From an optimization exercise on the open Yosys and OpenROAD flow, aimed at small area, a short achievable clock period and few clock cycles; shortcuts taken in it are not production practice. Only simulation tests tie the RTL to the original design; equivalence was not proved. No activity file was given, so power comes from the tool's default toggle rates.

==> flow/config.mk <==
export PLATFORM = sky130hd
export DESIGN_NAME = wpd_decomp
export DESIGN_NICKNAME = wpd_decomp
export VERILOG_FILES = /design/flow/design.v
export SDC_FILE = /design/flow/constraint.sdc
export NUM_CORES = 4
export LEC_CHECK = 0
export CAP_MARGIN = 20
export CORE_MARGIN = 2
export CORE_UTILIZATION = 40
export SLEW_MARGIN = 20
==> flow/constraint.sdc <==
create_clock -name core_clock -period 10.0 [get_ports {clk}]
set_input_delay 2.0000 -clock core_clock [delete_from_list [all_inputs] [get_ports {clk}]]
set_output_delay 2.0000 -clock core_clock [all_outputs]
set_load 0.01 [all_outputs]
==> flow/design.v <==
module wpd_decomp (
    input  wire        clk,
    input  wire        rst,           
    input  wire        in_valid,
    input  wire [7:0]  in_data,
    output wire        in_ready,
    output wire        out_valid,
    output wire [7:0]  out_data,
    input  wire        out_ready,
    output wire        ctx_valid,
    output wire [31:0] ignored_count,
    output wire [1:0]  err_code
);
    localparam [1:0] S_HDR  = 2'd0;
    localparam [1:0] S_PASS = 2'd1;
    localparam [1:0] S_CB   = 2'd2;
    localparam [1:0] S_RUN  = 2'd3;
    reg  [15:0] buf_q;      
    reg  [4:0]  p;          
    reg  [1:0]  state;
    reg  [2:0]  cnt;        
    reg         is_accel;
    reg  [2:0]  sel;        
    reg  [3:0]  fcnt;       
    reg  [1:0]  phase;      
    reg         drop;
    reg  [7:0]  w0, w1, w2;
    reg         vld;
    reg  [31:0] ignored;
    reg  [1:0]  err;
    reg         ov;
    reg  [7:0]  ob;
    wire adv = !ov || out_ready;
    wire [23:0] wide = {buf_q, 8'h00};
    wire [23:0] wsh  = wide >> p;
    wire [7:0]  x8   = wsh[7:0];
    reg  [3:0] wbits;
    reg  [7:0] d;
    reg        dmin;
    always @* begin
        case (sel)
            3'd0: begin wbits = 4'd3; d = {{5{x8[7]}}, x8[7:5]}; dmin = (x8[7:5] == 3'b100); end
            3'd1: begin wbits = 4'd4; d = {{4{x8[7]}}, x8[7:4]}; dmin = (x8[7:4] == 4'b1000); end
            3'd2: begin wbits = 4'd5; d = {{3{x8[7]}}, x8[7:3]}; dmin = (x8[7:3] == 5'b10000); end
            3'd3: begin wbits = 4'd6; d = {{2{x8[7]}}, x8[7:2]}; dmin = (x8[7:2] == 6'b100000); end
            3'd4: begin wbits = 4'd8; d = x8; dmin = 1'b0; end
            default: begin wbits = 4'd0; d = 8'h00; dmin = 1'b0; end
        endcase
    end
    wire [8:0] s = {w0[7], w0} + {d[7], d};
    reg  [7:0] dec;
    always @* begin
        if (s[8] && !s[7])
            dec = 8'h80;
        else if (!s[8] && s[7])
            dec = 8'h7f;
        else if (dmin && sel != 3'd3)
            dec = w0;
        else if (dmin && w0[7])
            dec = 8'h80;
        else
            dec = s[7:0];
    end
    wire [7:0] newv = (sel == 3'd4) ? x8 : (sel == 3'd5) ? w0 : dec;
    wire [2:0] cb_sel  = x8[6:4];
    wire       cb_top  = x8[7];
    wire [3:0] cb_fcm1 = x8[3:0];
    wire cb_still = (cb_sel == 3'd5) && cb_top;
    wire cb_lit   = (cb_sel == 3'd4);
    wire cb_bad   = cb_sel[2] && cb_sel != 3'd4 && !cb_still;
    reg  cb_long;
    always @* begin
        case (cb_sel)
            3'd0: cb_long = 1'b0;
            3'd1: cb_long = cb_fcm1 >= 4'd12;
            3'd2: cb_long = cb_fcm1 >= 4'd9;
            3'd3: cb_long = cb_fcm1 >= 4'd8;
            default: cb_long = !cb_still && cb_fcm1 >= 4'd6;
        endcase
    end
    wire [4:0] tag = x8[4:0];
    reg  [2:0] hlen_m1;
    reg        hvalid;
    always @* begin
        hvalid = 1'b1;
        case (tag)
            5'd0: hlen_m1 = 3'd4;
            5'd1: hlen_m1 = 3'd3;
            5'd2: hlen_m1 = 3'd1;
            5'd3: hlen_m1 = {({1'b0, x8[7]} + {1'b0, x8[6]} + {1'b0, x8[5]}), 1'b0};
            5'd4: hlen_m1 = 3'd2;
            5'd5: hlen_m1 = 3'd1;
            5'd7: hlen_m1 = 3'd2;
            5'd8: hlen_m1 = 3'd1;
            default: begin hlen_m1 = 3'd0; hvalid = 1'b0; end
        endcase
    end
    wire have8 = p[4] || p[3];
    wire haveW = p >= {1'b0, wbits};
    wire in_rdy  = (err == 2'd0) && (p <= 5'd8);
    wire in_fire = in_valid && in_rdy;
    assign in_ready      = in_rdy;
    assign out_valid     = ov;
    assign out_data      = ob;
    assign ctx_valid     = vld;
    assign ignored_count = ignored;
    assign err_code      = err;
    reg [3:0] cons;
    reg       align;
    always @* begin
        cons  = 4'd0;
        align = 1'b0;
        if (err == 2'd0 && adv) begin
            case (state)
                S_HDR:  if (have8) cons = 4'd8;
                S_PASS: if (have8) cons = 4'd8;
                S_CB:   if (have8 && !cb_long && !cb_bad) cons = 4'd8;
                default: if (phase != 2'd0 && haveW) begin
                    cons  = wbits;
                    align = (phase == 2'd3) && (fcnt == 4'd0);
                end
            endcase
        end
    end
    wire [4:0] p_cons = p - {1'b0, cons};
    wire [4:0] p_al   = align ? {p_cons[4:3], 3'b000} : p_cons;
    wire [4:0] p_next = p_al + (in_fire ? 5'd8 : 5'd0);
    always @(posedge clk) begin
        if (rst) begin
            buf_q    <= 16'd0;
            p        <= 5'd0;
            state    <= S_HDR;
            cnt      <= 3'd0;
            is_accel <= 1'b0;
            sel      <= 3'd0;
            fcnt     <= 4'd0;
            phase    <= 2'd0;
            drop     <= 1'b0;
            w0       <= 8'd0;
            w1       <= 8'd0;
            w2       <= 8'd0;
            vld      <= 1'b0;
            ignored  <= 32'd0;
            err      <= 2'd0;
            ov       <= 1'b0;
            ob       <= 8'd0;
        end else begin
            if (in_fire)
                buf_q <= {buf_q[7:0], in_data};
            p <= p_next;
            if (ov && out_ready)
                ov <= 1'b0;
            if (err == 2'd0 && adv) begin
                case (state)
                    S_HDR: if (have8) begin
                        if (tag == 5'd6) begin
                            state <= S_CB;
                        end else if (!hvalid) begin
                            err <= 2'd1;
                        end else begin
                            ov       <= 1'b1;
                            ob       <= x8;
                            is_accel <= (tag == 5'd1);
                            if (tag == 5'd1)
                                vld <= 1'b1;
                            cnt <= hlen_m1;
                            sel <= 3'd4;
                            if (hlen_m1 != 3'd0)
                                state <= S_PASS;
                        end
                    end
                    S_PASS: if (have8) begin
                        ov <= 1'b1;
                        ob <= x8;
                        if (is_accel) begin
                            w0 <= w1;
                            w1 <= w2;
                            w2 <= x8;
                        end
                        cnt <= cnt - 3'd1;
                        if (cnt == 3'd1)
                            state <= S_HDR;
                    end
                    S_CB: if (have8) begin
                        if (cb_long) begin
                            err <= 2'd1;
                        end else if (cb_bad) begin
                            err <= 2'd2;
                        end else begin
                            sel   <= cb_still ? 3'd5 : cb_sel;
                            fcnt  <= cb_fcm1;
                            phase <= 2'd1;
                            state <= S_RUN;
                            if (cb_lit)
                                vld <= 1'b1;
                            if (!cb_lit && !vld) begin
                                drop    <= 1'b1;
                                ignored <= ignored + 32'd1;
                            end else begin
                                drop <= 1'b0;
                                ov   <= 1'b1;
                                ob   <= 8'h01;
                            end
                        end
                    end
                    default: begin
                        if (phase == 2'd0) begin
                            if (!drop) begin
                                ov <= 1'b1;
                                ob <= 8'h01;
                            end
                            phase <= 2'd1;
                        end else if (haveW) begin
                            if (!drop) begin
                                ov <= 1'b1;
                                ob <= newv;
                                w0 <= w1;
                                w1 <= w2;
                                w2 <= newv;
                            end
                            if (phase == 2'd3) begin
                                phase <= 2'd0;
                                fcnt  <= fcnt - 4'd1;
                                if (fcnt == 4'd0)
                                    state <= S_HDR;
                            end else
                                phase <= phase + 2'd1;
                        end
                    end
                endcase
            end
        end
    end
endmodule
==> flow/run.sh <==
#!/bin/bash
# synth_recipe.tcl (not shown) runs the flow's synth.tcl, then flattens the netlist and writes it again
# the make line also repeats each setting of config.mk as NAME=value (left out here)
make -C /OpenROAD-flow-scripts/flow DESIGN_CONFIG=/design/flow/config.mk WORK_HOME=/design/flow/orfs CLKGATE_MAP_FILE= SYNTH_SCRIPT=/design/flow/synth_recipe.tcl finish
==> run notes <==
-- synth_stat cells (all sizes together), types with 8 or more instances --
master	instances	area share [%]
nand2	116	5.9
dfxtp	105	28
a21oi	97	6.5
nor2	93	4.7
inv	44	2.2
clkbuf	43	2.2
o21ai	41	2.9
nand3	30	2.3
ha	28	4.7
xnor2	22	2.6
nor3	21	1.5
a211oi	16	1.9
or3	16	1.3
buf	15	1.5
mux2i	14	1.9
nand2b	14	1.2
nor4	14	1.7
nor2b	13	1.1
o22ai	13	1.3
mux2	10	1.5
mux4	10	3.0
and2	9	0.75
and3	9	0.75
nand4	9	0.84
o31ai	9	0.90
a21o	8	0.80
a31oi	8	0.67
or2	8	0.67
-- cell type report --
class | count | area share, %
inverters | 45 | 2.00
flip-flops and latches | 105 | 24.9
repair buffers | 64 | 7.33
multi-input cells | 741 | 58.5
clock buffers | 9 | 2.67
clock inverters | 7 | 1.14
well taps | 229 | 3.40
-- how the worst max path moves through the flow --
stage / start / endpoint / slack [ps] / depth (start not counted)
after detailed placement: p[2] / ob[3] / 4160 / 19
after global routing: p[2] / ob[7] / 3470 / 19
final: p[2] / ob[5] / 3990 / 19
after global placement: p[2] / ob[3] / 4230 / 19
after floorplan: p[0] / w2[0] / 5050 / 22
after CTS: p[2] / ob[5] / 4110 / 19
-- flip-flops by register name, indices dropped and copies added, names as in the netlist --
name,flops
w1,8
phase,2
err,2
ov,1
sel,3
ob,8
p,5
cnt,3
vld,1
buf_q,16
is_accel,1
w2,8
ignored,32
drop,1
w0,8
fcnt,4
state,2
-- metrics by stage --
step,utilization [%],power [mW]
global placement,44.7,1.28
floorplan,-,1.07
CTS,46.4,1.67
finish,46.4,1.67
detailed placement,44.7,1.28
global route,46.4,1.77
-- per-layer routing --
metal / GRT usage (%) / vias to the layer above / routed length, um
met4: 6.95 / 0 / 453
met2: 33.0 / 247 / 9330
li1: - / 3503 / -
met3: 2.75 / 34 / 1310
met5: 0 / - / 0
met1: 31.4 / 3306 / 10200
-- cells by family (layout without fill, tap and decap cells) --
kind of cell,Yosys count,after routing,share of synthesized area (%)
xor gates and xnor gates,24,24,2.81
AOI/OAI and AO/OA,275,275,25.9
muxes,34,34,6.40
DFF,105,105,28.1
and+or+nand+nor,377,377,25.3
buffers and inverters,103,125,5.95
adders and majority gates,31,31,5.49
-- worst reg2reg max path, cell delays in order (launching register included) --
cell and delay, ps:
sky130_fd_sc_hd__dfxtp_1 960, sky130_fd_sc_hd__inv_1 340, sky130_fd_sc_hd__mux4_2 500, sky130_fd_sc_hd__or2_1 240, sky130_fd_sc_hd__nand2_2 240, sky130_fd_sc_hd__inv_2 140, sky130_fd_sc_hd__o21ai_0 230, sky130_fd_sc_hd__mux2i_1 100
sky130_fd_sc_hd__o21a_1 210, sky130_fd_sc_hd__inv_1 60, sky130_fd_sc_hd__ha_1 230, sky130_fd_sc_hd__a211o_1 330, sky130_fd_sc_hd__a2111oi_0 690, sky130_fd_sc_hd__o21ai_0 240, sky130_fd_sc_hd__xnor2_1 230, sky130_fd_sc_hd__a221oi_1 90
sky130_fd_sc_hd__or2_2 380, sky130_fd_sc_hd__a221o_1 320, sky130_fd_sc_hd__a32oi_1 210, sky130_fd_sc_hd__a211oi_1 90
-- power by group --
part | internal (mW) | total (mW) | switching (mW)
combinational | 0.278 | 0.767 | 0.488
clock | 0.202 | 0.384 | 0.182
sequential | 0.460 | 0.521 | 0.0606
==> run notes <==
- **number of endpoints failing setup at the final stage** 0
- **post-CTS resize count** 0
- **worst voltage drop across the vdd grid** 105 uV
- **clock latency reported for the late side of the worst-skew pair** 360 ps
- **sequential fraction of the synthesis area** 28.1%
- **Worst Setup End Kind** flip-flop
- **hpwl dp** 15.2 mm
- **Worst R2R Path Depth** 19
- **fin area** 8430 sq um
- **CTS Hold Bufs** 0
- **Setup WS post-layout** 3990 ps
- **final net count** 1009
- **minimum setup slack among reg-to-reg paths** 3990 ps
- **global-route usage over all layers** 21.5%
- **number of placement rows** 49
- **Synth cell types** 94
- **cell family contributing the most delay on the critical path** compound AO/OA/AOI/OAI gates
- **Highest Clock Rate** 166 MHz
- **tightest slew margin relative to the limit** 28.9%
- **Fin Clk Skew** 11.1 ps
- **WP data required** 10190 ps
- **post-route minimum period** 6010 ps
- **worst-path cell with the longest stage delay** sky130_fd_sc_hd__dfxtp_1
- **number of fill cells in the layout** 1834
- **HP Start** w1[0]
- **number of pins exceeding their max-slew limit in the final report** 0
- **via/cell ratio** 5.91
- **number of sinks handled by clock tree synthesis** 105
- **routability congestion estimate** 0.921
- **class of the tightest hold or removal check** reg -> reg
- **post-route ant nets** 0
- **result of the run** finished clean
- **startpoint type of the worst setup path** flip-flop
- **number of buffers and inverters on the critical path** 3
- **initial cell density of the core** 41.2%
- **post-CTS setup buffers** 0
- **power per unit of standard cell area** 198 nW/um^2
- **final count of hold timing violations** 0
- **Port-buffer cells** 56
- **worst reg2reg startpoint** p[2]
- **Starting DRT DRC Count** 732
- **net count after synthesis** 992
- **Hold Path End** w0[0]
- **standard cell core area** 18100 sq um
- **buffers from clock root to sink, at most** 2
- **number of enable flip-flop cells after synthesis** 0
- **Routed WL** 21.2 mm
- **layout cell share with drive strength beyond 1** 9.27%
- **slew at the pin with the worst max-slew slack** 1040 ps
- **number of antenna violations at the first check in global routing** 0
- **most frequent cells in the layout** 115 x sky130_fd_sc_hd__nand2_1, 105 x sky130_fd_sc_hd__dfxtp_1, 97 x sky130_fd_sc_hd__a21oi_1
- **total number of vias** 7090
- **wire per inst** 17.7 um
- **global-route wire length before repair** 34.6 mm
- **maximum fanout count along the critical path** 27
- **commonest non-fill, non-tap cell in the layout** sky130_fd_sc_hd__nand2_1
- **GRT Residual Overflow** 0
- **I/O pin count** 57
- **Cell Area, Placed** 8110 sq um
- **Chip Width** 141 um
- **number of antenna repair diodes** 0
- **root buffer cell** sky130_fd_sc_hd__clkbuf_16
- **die area** 19800 sq um
- **Post-Syn Area per Cell** 7.87 sq um
- **sequential cell area** 2100 sq um
- **die boundary height** 141 um
- **Synthesis Warnings** 1
- **total area of multi-input combinational cells** 4930 sq um
- **count of cells along the worst hold path** 2
- **largest net degree at the start of global routing** 59
- **leakage component of the power** 2.86 nW
- **primary flip-flop cell chosen by synthesis mapping** sky130_fd_sc_hd__dfxtp_1
- **Reg-to-Reg End** ob[5]
- **unrepaired setup endpoints after global routing** false
- **synthesized area** 7470 sq um
- **CP cell instances** inv_1, mux4_2, or2_1, nand2_2, inv_2, o21ai_0, mux2i_1, o21a_1, inv_1, ha_1, a211o_1, a2111oi_0, o21ai_0, xnor2_1, a221oi_1, or2_2, a221o_1, a32oi_1, a211oi_1
- **final total negative setup slack** 0 ps
- **CTS tree** yes
- **post-route clock period utilization** 60.1%
- **worst path arrival time** 6200 ps
- **pre-CTS worst setup slack** 4160 ps
- **Cell Count Post-Placement** 1184
- **Seq cells post-synth** 105
- **number of global-route vias before repair** 6490
- **number of design rule violations left after detail routing** 0
- **Critical Path Max Stage Delay** 960 ps
- **type of the worst setup path** reg -> reg
- **tightest hold margin** 452 ps
- **final std cells w/o fill** 1200
- **number of H-tree levels** 3
- **gate count of the mapped netlist** 949
- **Reg clk slew, reported paths** 80 ps
- **P&R area growth vs syn** 12.8%
- **number of iterations in the first detailed-routing pass** 8
- **max-capacitance violation count** 0
- **fraction of synthesis flops using an asynchronous set or reset pin** 0%
- **CTS buffer count** 9
Testbench counts, summed over its fixed seeds: cycles 90,178.

-- what the ideal ports hide --
The results above use ideal ports. As a check the final layout listed here was re-extracted and re-timed, cells and wires unchanged. Step 1 assumes that a clkbuf_16 drives the clock port and a buf_2 every other input. Step 2 times the ports against the registers' clock, not the clock port: input delays grow and output delays shrink by t, the midpoint of the rising clock arrivals with the driver on. a / b / c = no drivers / after step 1 / after step 2; a / b = the first two.
shift t [ns]: 0.405
setup slack, ns: 3.991 / 3.991 / 3.991
worst slew at a driven data input, ns: 0.03
pins driven straight from the clock port: 1
After both steps this run still meets setup and hold. The setup slack of this run moves by 0.000 ns with the drivers and by 0.000 ns with both steps.
